This design comes from an exercise in tuning for small area on the open sky130 flow, not from production work.
At most, simulation tests tie the RTL to the original design; equivalence was not proved.
The flow treats the clock pin as an ideal source. Dropping or thinning the clock tree relies on that and would not hold on a real chip.
Power figures rest on the tool's default switching activity, not on a simulated workload.

## caa
module caa (
    input  wire        clk,
    input  wire        rst,
    input  wire        cmd_valid,
    input  wire [23:0] cmd,
    output wire [15:0] cursor_o,
    output wire [15:0] csum_o,
    output wire [15:0] total_o,
    output wire [7:0]  rec_len_o,
    output wire [15:0] rec_addr_o,
    output wire [15:0] rec_csum_o,
    output wire        rec_valid_o,
    output wire [23:0] status_o,
    output wire        err_o,
    output wire [23:0] fcmd_o
);
Settings: LEC_CHECK=0, CAP_MARGIN=20, CORE_MARGIN=2, CORE_UTILIZATION=40, SLEW_MARGIN=20, SYNTH_HIERARCHICAL=1; clock period 5.0 ns.
standard.sh (not shown) runs the stock make flow with config.mk's settings and CLKGATE_MAP_FILE= SYNTH_SCRIPT=/design/flow/synth_recipe.tcl, a recipe that flattens the netlist after the stock synthesis.
==> flow/flow/run.sh <==
#!/bin/bash
# The standard ORFS layout (standard.sh) with two changes: small port
# buffers (buf_1) and, in place of TritonCTS, the two-level clock tree of
# flow/cts_pre.tcl. ORFS writes each tool's log under orfs/logs; make's own
# output goes to standard.log.
set -e
bash standard.sh BUFFER_PORTS_ARGS="-buffer_cell sky130_fd_sc_hd__buf_1" \
  PRE_CTS_TCL="$PWD/flow/cts_pre.tcl" CTS_CLK_NET=clk CTS_K=4 \
  CTS_LEAF_BUF=sky130_fd_sc_hd__clkbuf_16 CTS_ROOT_BUF="sky130_fd_sc_hd__clkbuf_8" \
  finish > standard.log 2>&1
Other scripts of this flow, unchanged in this note and not shown: flow/flow/cts_pre.tcl
Next try:
--- a/flow/flow/run.sh
+++ b/flow/flow/run.sh
@@ -8,3 +8,3 @@
   PRE_CTS_TCL="$PWD/flow/cts_pre.tcl" CTS_CLK_NET=clk CTS_K=4 \
   CTS_LEAF_BUF=sky130_fd_sc_hd__clkbuf_16 CTS_ROOT_BUF="sky130_fd_sc_hd__clkbuf_8" \
-  finish > standard.log 2>&1
+  POST_GLOBAL_ROUTE_TCL="$PWD/flow/grt_post.tcl" finish > standard.log 2>&1
==> flow/flow/grt_post.tcl (new file) <==
# Area recovery after global routing: downsize gates that are off the
# critical paths (OpenROAD's power recovery), then repair any slew or
# capacitance limit the downsizing broke, and fix timing again.
log_cmd global_route -start_incremental
log_cmd repair_timing -recover_power 100 -verbose
repair_design_helper
log_cmd detailed_placement
log_cmd global_route -end_incremental
log_cmd estimate_parasitics -global_routing
repair_timing_helper
log_cmd global_route -start_incremental
log_cmd detailed_placement
log_cmd global_route -end_incremental
log_cmd estimate_parasitics -global_routing
=> The changed run finished clean; synthesized cell count stays the same; via count falls by 0.60%; design area fell by 0.36%; hold slack is about the same; critical path depth is unchanged; cell count is about the same; first-iteration DRC count grows by 4.4%; power hardly moves; routed wire length hardly moves; setup slack improves by 0.010 ns; sequential share of layout area went up by 0.13 points.
No run of this note included a check of the RTL's function; only the layout flow was run. No run of this note takes its clock network from TritonCTS; it comes from the design's own scripts or RTL.

========
caa, a different RTL version from the one above (not shown whole).
Size in the first run: ~560 cells after synthesis, roughly 120 flip-flops, about 170 I/O pins, ~6200 sq um of cells after synthesis.
## caa
module caa (
    input  wire        clk,
    input  wire        rst,
    input  wire        cmd_valid,
    input  wire [23:0] cmd,
    output wire [15:0] cursor_o,
    output wire [15:0] csum_o,
    output wire [15:0] total_o,
    output wire [7:0]  rec_len_o,
    output wire [15:0] rec_addr_o,
    output wire [15:0] rec_csum_o,
    output wire        rec_valid_o,
    output wire [23:0] status_o,
    output wire        err_o,
    output wire [23:0] fcmd_o
);
Settings: LEC_CHECK=0, CAP_MARGIN=20, CORE_MARGIN=2, CORE_UTILIZATION=40, SLEW_MARGIN=20, SYNTH_HIERARCHICAL=1; clock period 5.0 ns.
==> flow/flow/run.sh <==
#!/bin/bash
# The standard ORFS layout (standard.sh) with two changes: small port
# buffers (buf_1) and, in place of TritonCTS, the two-level clock tree of
# flow/cts_pre.tcl. ORFS writes each tool's log under orfs/logs; make's own
# output goes to standard.log.
set -e
bash standard.sh BUFFER_PORTS_ARGS="-buffer_cell sky130_fd_sc_hd__buf_1" \
  PRE_CTS_TCL="$PWD/flow/cts_pre.tcl" CTS_CLK_NET=clk CTS_K=6 \
  CTS_LEAF_BUF=sky130_fd_sc_hd__clkbuf_16 CTS_ROOT_BUF="sky130_fd_sc_hd__clkbuf_16" \
  finish > standard.log 2>&1
==> flow/flow/cts_pre.tcl <==
# Replaces TritonCTS with a two-level clock tree: the flip-flops are split by
# position into CTS_K groups (recursive median cuts), each driven by one
# CTS_LEAF_BUF placed at its group's centroid; the leaf buffers are driven by
# the clock port, or by one CTS_ROOT_BUF when CTS_ROOT_BUF is set.
proc my_split { items k } {
  # items: list of {iterm x y}; split into k groups by alternating median cuts
  if { $k <= 1 || [llength $items] <= 1 } { return [list $items] }
  set xs [lmap it $items {lindex $it 1}]
  set ys [lmap it $items {lindex $it 2}]
  set w [expr {[tcl::mathfunc::max {*}$xs] - [tcl::mathfunc::min {*}$xs]}]
  set h [expr {[tcl::mathfunc::max {*}$ys] - [tcl::mathfunc::min {*}$ys]}]
  set idx [expr {$w >= $h ? 1 : 2}]
  set sorted [lsort -integer -index $idx $items]
  set k1 [expr {$k / 2}]
  set k2 [expr {$k - $k1}]
  set n1 [expr {int(round([llength $sorted] * double($k1) / $k))}]
  set a [lrange $sorted 0 [expr {$n1 - 1}]]
  set b [lrange $sorted $n1 end]
  return [concat [my_split $a $k1] [my_split $b $k2]]
}

proc clock_tree_synthesis { args } {
  set db [ord::get_db]
  set block [ord::get_db_block]
  set clk_net [$block findNet $::env(CTS_CLK_NET)]
  set k $::env(CTS_K)
  set leaf_master [$db findMaster $::env(CTS_LEAF_BUF)]
  set items {}
  foreach it [$clk_net getITerms] {
    set inst [$it getInst]
    set bb [$inst getBBox]
    set x [expr {([$bb xMin] + [$bb xMax]) / 2}]
    set y [expr {([$bb yMin] + [$bb yMax]) / 2}]
    lappend items [list $it $x $y]
  }
  puts "my_cts: [llength $items] sinks, $k groups of $::env(CTS_LEAF_BUF)"
  set drv_net $clk_net
  if { [info exists ::env(CTS_ROOT_BUF)] && $::env(CTS_ROOT_BUF) ne "" } {
    set root [odb::dbInst_create $block [$db findMaster $::env(CTS_ROOT_BUF)] clkbuf_root]
    set root_net [odb::dbNet_create $block clknet_root]
    $root_net setSigType CLOCK
    [$root findITerm A] connect $clk_net
    [$root findITerm X] connect $root_net
    set drv_net $root_net
    set rx 0; set ry 0
  }
  set groups [my_split $items $k]
  set i 0
  set cxs {}; set cys {}
  foreach g $groups {
    set buf [odb::dbInst_create $block $leaf_master clkbuf_leaf_$i]
    set net [odb::dbNet_create $block clknet_leaf_$i]
    $net setSigType CLOCK
    set sx 0; set sy 0
    foreach it $g {
      set iterm [lindex $it 0]
      $iterm disconnect
      $iterm connect $net
      incr sx [lindex $it 1]; incr sy [lindex $it 2]
    }
    set cx [expr {$sx / [llength $g]}]
    set cy [expr {$sy / [llength $g]}]
    lappend cxs $cx; lappend cys $cy
    [$buf findITerm A] connect $drv_net
    [$buf findITerm X] connect $net
    $buf setLocation $cx $cy
    $buf setPlacementStatus PLACED
    puts "my_cts: leaf $i drives [llength $g] sinks at ($cx, $cy)"
    incr i
  }
  if { $drv_net ne $clk_net } {
    set n [llength $cxs]
    set rx [expr {int([tcl::mathop::+ {*}$cxs] / $n)}]
    set ry [expr {int([tcl::mathop::+ {*}$cys] / $n)}]
    $root setLocation $rx $ry
    $root setPlacementStatus PLACED
  }
  set_propagated_clock [all_clocks]
}
Change:
--- a/flow/flow/run.sh
+++ b/flow/flow/run.sh
@@ -7,4 +7,4 @@
 bash standard.sh BUFFER_PORTS_ARGS="-buffer_cell sky130_fd_sc_hd__buf_1" \
-  PRE_CTS_TCL="$PWD/flow/cts_pre.tcl" CTS_CLK_NET=clk CTS_K=6 \
-  CTS_LEAF_BUF=sky130_fd_sc_hd__clkbuf_16 CTS_ROOT_BUF="sky130_fd_sc_hd__clkbuf_16" \
+  PRE_CTS_TCL="$PWD/flow/cts_pre.tcl" CTS_CLK_NET=clk CTS_K=4 \
+  CTS_LEAF_BUF=sky130_fd_sc_hd__clkbuf_16 CTS_ROOT_BUF="sky130_fd_sc_hd__clkbuf_8" \
   finish > standard.log 2>&1
Settings changed: CORE_UTILIZATION 40 to 60.
=> Utilization grows by 22 points. Cell count falls by about 6%. Synthesized area is unchanged. Setup slack gets worse by 73 ps. Power decreases by 6.2%. Synthesized cell count does not change. Routed wire length came out lower by 8.5%. Sequential power stays flat. Global-route usage increases by 7.7 points. Clock power falls by 20%.
No run of this note included a check of the RTL's function; only the layout flow was run. In every run of this note, the design's own scripts or RTL, not TritonCTS, make the clock network.

========
Another version of the RTL of caa (not shown whole).
Size in the first run: ~550 cells after synthesis.
## caa
module caa (
    input  wire        clk,
    input  wire        rst,
    input  wire        cmd_valid,
    input  wire [23:0] cmd,
    output wire [15:0] cursor_o,
    output wire [15:0] csum_o,
    output wire [15:0] total_o,
    output wire [7:0]  rec_len_o,
    output wire [15:0] rec_addr_o,
    output wire [15:0] rec_csum_o,
    output wire        rec_valid_o,
    output wire [23:0] status_o,
    output wire        err_o,
    output wire [23:0] fcmd_o
);
==> flow/config.mk <==
export PLATFORM = sky130hd
export DESIGN_NAME = caa
export DESIGN_NICKNAME = caa
export VERILOG_FILES = /design/flow/design.v
export SDC_FILE = /design/flow/constraint.sdc
export NUM_CORES = 4
export LEC_CHECK = 0
export CAP_MARGIN = 20
export CORE_MARGIN = 2
export CORE_UTILIZATION = 40
export PLACE_DENSITY = 0.45
export SLEW_MARGIN = 20
export SYNTH_HIERARCHICAL = 1
==> flow/constraint.sdc <==
create_clock -name core_clock -period 5.0 [get_ports {clk}]
set_input_delay 1.0000 -clock core_clock [delete_from_list [all_inputs] [get_ports {clk}]]
set_output_delay 1.0000 -clock core_clock [all_outputs]
set_load 0.01 [all_outputs]
==> flow/flow/run.sh <==
#!/bin/bash
# The standard ORFS layout (standard.sh) with two changes: small port
# buffers (buf_1) and, in place of TritonCTS, the two-level clock tree of
# flow/cts_pre.tcl. ORFS writes each tool's log under orfs/logs; make's own
# output goes to standard.log.
set -e
bash standard.sh BUFFER_PORTS_ARGS="-buffer_cell sky130_fd_sc_hd__buf_1" \
  PRE_CTS_TCL="$PWD/flow/cts_pre.tcl" CTS_CLK_NET=clk CTS_K=4 \
  CTS_LEAF_BUF=sky130_fd_sc_hd__clkbuf_16 CTS_ROOT_BUF="sky130_fd_sc_hd__clkbuf_8" \
  finish > standard.log 2>&1
Scripts as last shown in full above: flow/flow/cts_pre.tcl
The baseline completed without violations.
Then changed:
--- a/flow/flow/run.sh
+++ b/flow/flow/run.sh
@@ -10 +10 @@
-  finish > standard.log 2>&1
+  POST_CTS_TCL="$PWD/flow/cts_post.tcl" POST_GLOBAL_ROUTE_TCL="$PWD/flow/grt_post.tcl" finish > standard.log 2>&1
==> flow/flow/cts_post.tcl (new file) <==
# Area recovery after clock tree synthesis, as after global routing.
log_cmd repair_timing -recover_power 100 -verbose
repair_design_helper
log_cmd detailed_placement
log_cmd estimate_parasitics -placement
repair_timing_helper
log_cmd detailed_placement
==> flow/flow/grt_post.tcl (new file) <==
# Area recovery after global routing: downsize gates that are off the
# critical paths (OpenROAD's power recovery), then repair any slew or
# capacitance limit the downsizing broke, and fix timing again.
log_cmd global_route -start_incremental
log_cmd repair_timing -recover_power 100 -verbose
repair_design_helper
log_cmd detailed_placement
log_cmd global_route -end_incremental
log_cmd estimate_parasitics -global_routing
repair_timing_helper
log_cmd global_route -start_incremental
log_cmd detailed_placement
log_cmd global_route -end_incremental
log_cmd estimate_parasitics -global_routing
- PLACE_DENSITY: 0.45 -> default
Outcome: Synthesized area stays the same; die area does not change; wire length decreases by about 3.5%.
Then changed:
--- a/flow/flow/run.sh
+++ b/flow/flow/run.sh
@@ -10 +10 @@
-  POST_CTS_TCL="$PWD/flow/cts_post.tcl" POST_GLOBAL_ROUTE_TCL="$PWD/flow/grt_post.tcl" finish > standard.log 2>&1
+  REMOVE_ABC_BUFFERS=1 finish > standard.log 2>&1
removed: flow/flow/cts_post.tcl
removed: flow/flow/grt_post.tcl
=> Routed wire length went up by about 1.6%. Final cell count went up by 1.6%. Via count went down by 0.34%. Fmax went down by 1.4%.
Then changed:
--- a/flow/flow/run.sh
+++ b/flow/flow/run.sh
@@ -10 +10 @@
-  REMOVE_ABC_BUFFERS=1 finish > standard.log 2>&1
+  finish > standard.log 2>&1
- CORE_UTILIZATION: 40 -> 50
Outcome: Routed wire length decreases by 4.8%; setup slack gains 0.033 ns; power drops by 0.93%; clock power shrinks by about 2%.
Then changed:
- CAP_MARGIN: 20 -> 0
- CORE_UTILIZATION: 50 -> 40
- SLEW_MARGIN: 20 -> 0
After rerunning: Sequential power is about the same. First-iteration DRC count grows by about a fifth. Power is about the same. Fmax grows slightly. Critical path depth shrinks by 1. Setup slack improves by 0.024 ns. Die area grows by a quarter to a third. Final cell count grows by a few percent. Design area grows slightly.
No run of this note takes its clock network from TritonCTS; it comes from the design's own scripts or RTL.

separate check: timing with driven ports:
The results above use ideal ports. As a check the final layouts listed here were re-extracted and re-timed, cells and wires unchanged.
Step 1 sets driving cells, clkbuf_16 on the clock port and buf_2 on the other inputs (assumed; they add their load-dependent delay and slew).
Step 2 moves the port delays by t, midway between the first and last clock arrival at a register: inputs arrive t later, outputs are due t later. That takes back most of the time a late clock gives input paths.
a / b / c = ideal / step 1 / step 2; a / b = the first two.
run	shift t [ns]	setup slack, ns	hold slack, ns
the first run of note 1	0.419	0.106 / 0.099 / -0.320	0.480 / 0.480 / 0.480
the second run of note 1	0.417	0.116 / 0.109 / -0.309	0.482 / 0.482 / 0.482
the first run of note 2	0.383	0.208 / 0.224 / -0.159	0.475 / 0.475 / 0.475
the second run of note 2	0.414	0.134 / 0.148 / -0.266	0.479 / 0.479 / 0.479
the first run of note 3	0.425	0.207 / 0.212 / -0.213	0.475 / 0.475 / 0.475
the second run of note 3	0.436	0.203 / 0.219 / -0.217	0.485 / 0.485 / 0.485
the third run of note 3	0.424	0.135 / 0.148 / -0.276	0.478 / 0.478 / 0.478
the fourth run of note 3	0.427	0.168 / 0.180 / -0.247	0.478 / 0.478 / 0.478
the fifth run of note 3	0.435	0.192 / 0.207 / -0.228	0.485 / 0.485 / 0.485
With both steps, setup timing fails in every run listed, where it was met with ideal ports. The setup slack of the first run of note 1, which loses most, moves by -0.007 ns with the drivers and by -0.426 ns with both steps.
